Source: an optimization exercise on an open RTL-to-GDS flow (aim: small area and few clock cycles). Production flows keep margins and buffers that such runs may drop. Where RTL was checked, it was by simulation tests only, not by an equivalence proof against the original. Power and IR drop assume default switching activity.

## mulaw_dec
module mulaw_dec (
    input  wire        clk,
    input  wire        rst,
    input  wire        bus_req,
    input  wire        bus_we,
    input  wire [7:0]  bus_addr,
    input  wire [1:0]  bus_size,
    input  wire [31:0] bus_wdata,
    output wire        bus_ack,
    output reg  [31:0] bus_rdata,
    output wire        bus_err,
    output wire        src_req_valid,
    input  wire        src_req_ready,
    output wire [32:0] src_req_pos,
    output wire [10:0] src_req_len,
    input  wire        src_ans_valid,
    input  wire [1:0]  src_ans_kind,
    input  wire [7:0]  src_ans_data,
    output wire        src_ans_ready,
    output wire        pcm_en,
    output wire        pcm_we,
    output wire [11:0] pcm_addr,
    output wire [15:0] pcm_wdata,
    input  wire [15:0] pcm_rdata
);
For scale: about 890 cells after synthesis, about 69 flip-flops, ~180 I/O pins.
==> flow/config.mk <==
export PLATFORM = sky130hd
export DESIGN_NAME = mulaw_dec
export DESIGN_NICKNAME = mulaw_dec
export VERILOG_FILES = /design/flow/design.v
export SDC_FILE = /design/flow/constraint.sdc
export NUM_CORES = 4
export LEC_CHECK = 0
export CAP_MARGIN = 20
export CORE_MARGIN = 2
export CORE_UTILIZATION = 55
export SLEW_MARGIN = 20
==> flow/constraint.sdc <==
create_clock -name core_clock -period 10.0 [get_ports {clk}]
set_input_delay 2.0000 -clock core_clock [delete_from_list [all_inputs] [get_ports {clk}]]
set_output_delay 2.0000 -clock core_clock [all_outputs]
set_load 0.01 [all_outputs]
standard.sh (not shown) runs the stock make flow with config.mk's settings and CLKGATE_MAP_FILE= SYNTH_SCRIPT=/design/flow/synth_recipe.tcl, a recipe that flattens the netlist after the stock synthesis.
==> flow/flow/run.sh <==
#!/bin/bash
# The standard layout, with each port buffered by the smallest buffer cell and
# a clock tree of fewer, larger sink clusters without dummy loads.
set -euo pipefail
bash standard.sh \
  "BUFFER_PORTS_ARGS=-buffer_cell sky130_fd_sc_hd__buf_1" \
  "CTS_ARGS=-sink_clustering_enable -repair_clock_nets -sink_clustering_size 30 -sink_clustering_max_diameter 100 -buf_list sky130_fd_sc_hd__clkbuf_8 -dont_use_dummy_load" \
  finish > standard_flow.log 2>&1
Testbench counts at the start, summed over its fixed seeds: cycles 198,978.
Next try:
--- a/flow/design.v
+++ b/flow/design.v
@@ -82,58 +82,52 @@
     wire [12:0] remaining;
     wire [13:0] rb;
     assign rb[0] = 1'b0;
     generate for (gi = 0; gi < 13; gi = gi + 1) begin : g_rem
         assign remaining[gi] = length[gi] ^ produced[gi] ^ rb[gi];
         assign rb[gi+1] = (~length[gi] & produced[gi]) | (rb[gi] & ~(length[gi] ^ produced[gi]));
     end endgenerate
     wire        rem_zero  = (remaining == 13'd0);
-    wire eng_port = busy && (phase == PH_RB0 || phase == PH_RB1 || phase == PH_RST);
+    wire eng_port = busy && ((phase == PH_RB0 && !rem_zero) || phase == PH_RB1 || phase == PH_RST);
     wire hmid     = mop && (hc != 2'd0);                
     wire go       = mop && !ini && (hmid || !eng_port);
     wire ack_m    = go && m_last;
     assign bus_ack = !mop || ack_m;
     assign bus_err = !admitted;
     wire cmd_do   = hreq && bus_we && a_cmd && (!dec_go || ack_m);
     wire pcmrd_ok = hreq && bus_we && a_cmd && op_pcmrd && (state == ST_DONE) && in_range;
     wire [7:0]  res_in  = res_mem ? (res_hi ? pcm_rdata[15:8] : pcm_rdata[7:0]) : res_code;
     wire [15:0] res_val = mulaw_expand(res_in);
-    wire        rd_ok  = (bus_addr[7:5] == 3'd0);
-    wire        s_stat = rd_ok && (bus_addr[4:2] == 3'd1);
-    wire        s_mem  = rd_ok && (bus_addr[4:3] == 2'd1);
-    wire        s_res  = rd_ok && (bus_addr[4:2] == 3'd4);
-    wire        s_prod = rd_ok && (bus_addr[4:2] == 3'd5);
-    wire        s_len  = rd_ok && (bus_addr[4:2] == 3'd6);
-    wire        s_cap  = rd_ok && (bus_addr[4:2] == 3'd7);
     always @(*) begin
-        bus_rdata = ({32{s_stat}} & {20'd0, 1'b0, cmd_err, 2'b00, dec_err, 2'b00, state})
-                  | ({32{s_mem}}  & {pcm_rdata, temp})
-                  | ({32{s_res}}  & {{16{res_val[15]}}, res_val})
-                  | ({32{s_prod}} & {19'd0, produced})
-                  | ({32{s_len}}  & {19'd0, length})
-                  | ({32{s_cap}}  & 32'h0000_1000);
+        bus_rdata = 32'd0;
+        if (bus_addr[7:5] == 3'd0) begin
+            case (bus_addr[4:2])
+                3'd1: bus_rdata = {20'd0, 1'b0, cmd_err, 2'b00, dec_err, 2'b00, state};
+                3'd2, 3'd3: bus_rdata = {pcm_rdata, temp};
+                3'd4: bus_rdata = {{16{res_val[15]}}, res_val};
+                3'd5: bus_rdata = {19'd0, produced};
+                3'd6: bus_rdata = {19'd0, length};
+                3'd7: bus_rdata = 32'h0000_1000;
+                default: bus_rdata = 32'd0;
+            endcase
+        end
     end
     wire waitph = busy && (phase == PH_WAIT);
     wire eng_rd = eng_port && !hmid;
     assign src_req_valid = busy && (phase == PH_REQ);
     wire [31:0] pa = {pcm_rdata, temp};
-    wire [13:0] pc;
-    wire [32:13] pp;
+    wire [31:0] pb = {19'd0, produced};
+    wire [32:0] pc;
     assign pc[0] = 1'b0;
-    assign pp[13] = 1'b1;
-    generate for (gi = 0; gi < 13; gi = gi + 1) begin : g_add
-        assign src_req_pos[gi] = pa[gi] ^ produced[gi] ^ pc[gi];
-        assign pc[gi+1] = (pa[gi] & produced[gi]) | (pc[gi] & (pa[gi] ^ produced[gi]));
+    generate for (gi = 0; gi < 32; gi = gi + 1) begin : g_add
+        assign src_req_pos[gi] = pa[gi] ^ pb[gi] ^ pc[gi];
+        assign pc[gi+1] = (pa[gi] & pb[gi]) | (pc[gi] & (pa[gi] ^ pb[gi]));
     end endgenerate
-    generate for (gi = 13; gi < 32; gi = gi + 1) begin : g_inc
-        assign src_req_pos[gi] = pa[gi] ^ (pc[13] & pp[gi]);
-        assign pp[gi+1] = pp[gi] & pa[gi];
-    end endgenerate
-    assign src_req_pos[32] = pc[13] & pp[32];
+    assign src_req_pos[32] = pc[32];
     wire   rem_big       = remaining[12] || remaining[11] || (remaining[10] && remaining[9:0] != 10'd0);
     assign src_req_len   = rem_big ? 11'd1024 : remaining[10:0];
     assign src_ans_ready = waitph && !go;
     wire ans_take = waitph && !go && src_ans_valid;
     wire ans_byte = ans_take && !src_ans_kind[1];
     wire       reg_word = ini || go || (eng_rd && !phase[2]);
     wire       r_off    = !(dec_go || bus_addr[2]);
     wire [2:0] r_slot   = ini ? {1'b0, ic} :
Result:
- With this change the flow ran to the end with violations: setup timing
- setup slack got worse by 1.0 ns
- routed wire length rises by 2.2%
- final area increases by 4.2%
- global-route usage rises by 2.1 points
- clock skew barely changes
- via count went up by about 2.2%
- final cell count drops by about 2.2%
- non-clock buffer count grows by 4
- clock power hardly moves
No functional check of the RTL was part of the second run of this note.

[static timing again, ports no longer ideal]
The results above use ideal ports. As a check the final layouts listed here were re-extracted and re-timed, cells and wires unchanged. Step 1 (the two cells are an assumption about what drives the block):
set clk [get_ports {clk}]
set_driving_cell -lib_cell sky130_fd_sc_hd__clkbuf_16 $clk
set_driving_cell -lib_cell sky130_fd_sc_hd__buf_2 [delete_from_list [all_inputs] $clk]
Step 2 also shifts input and output timing later by t, the mid clock arrival at the registers, as if the neighbouring blocks saw the same clock. a / b / c = no drivers / after step 1 / after step 2; a / b = the first two.
run | t, ns | setup WS [ns] | worst register clock-pin slew, ns | cell pins on the clock port's net
the first run | 0.390 | 0.868 / 0.834 / 1.224 | 0.09 / 0.09 | 1
the second run | 0.400 | -0.171 / -0.209 / 0.191 | 0.08 / 0.08 | 1
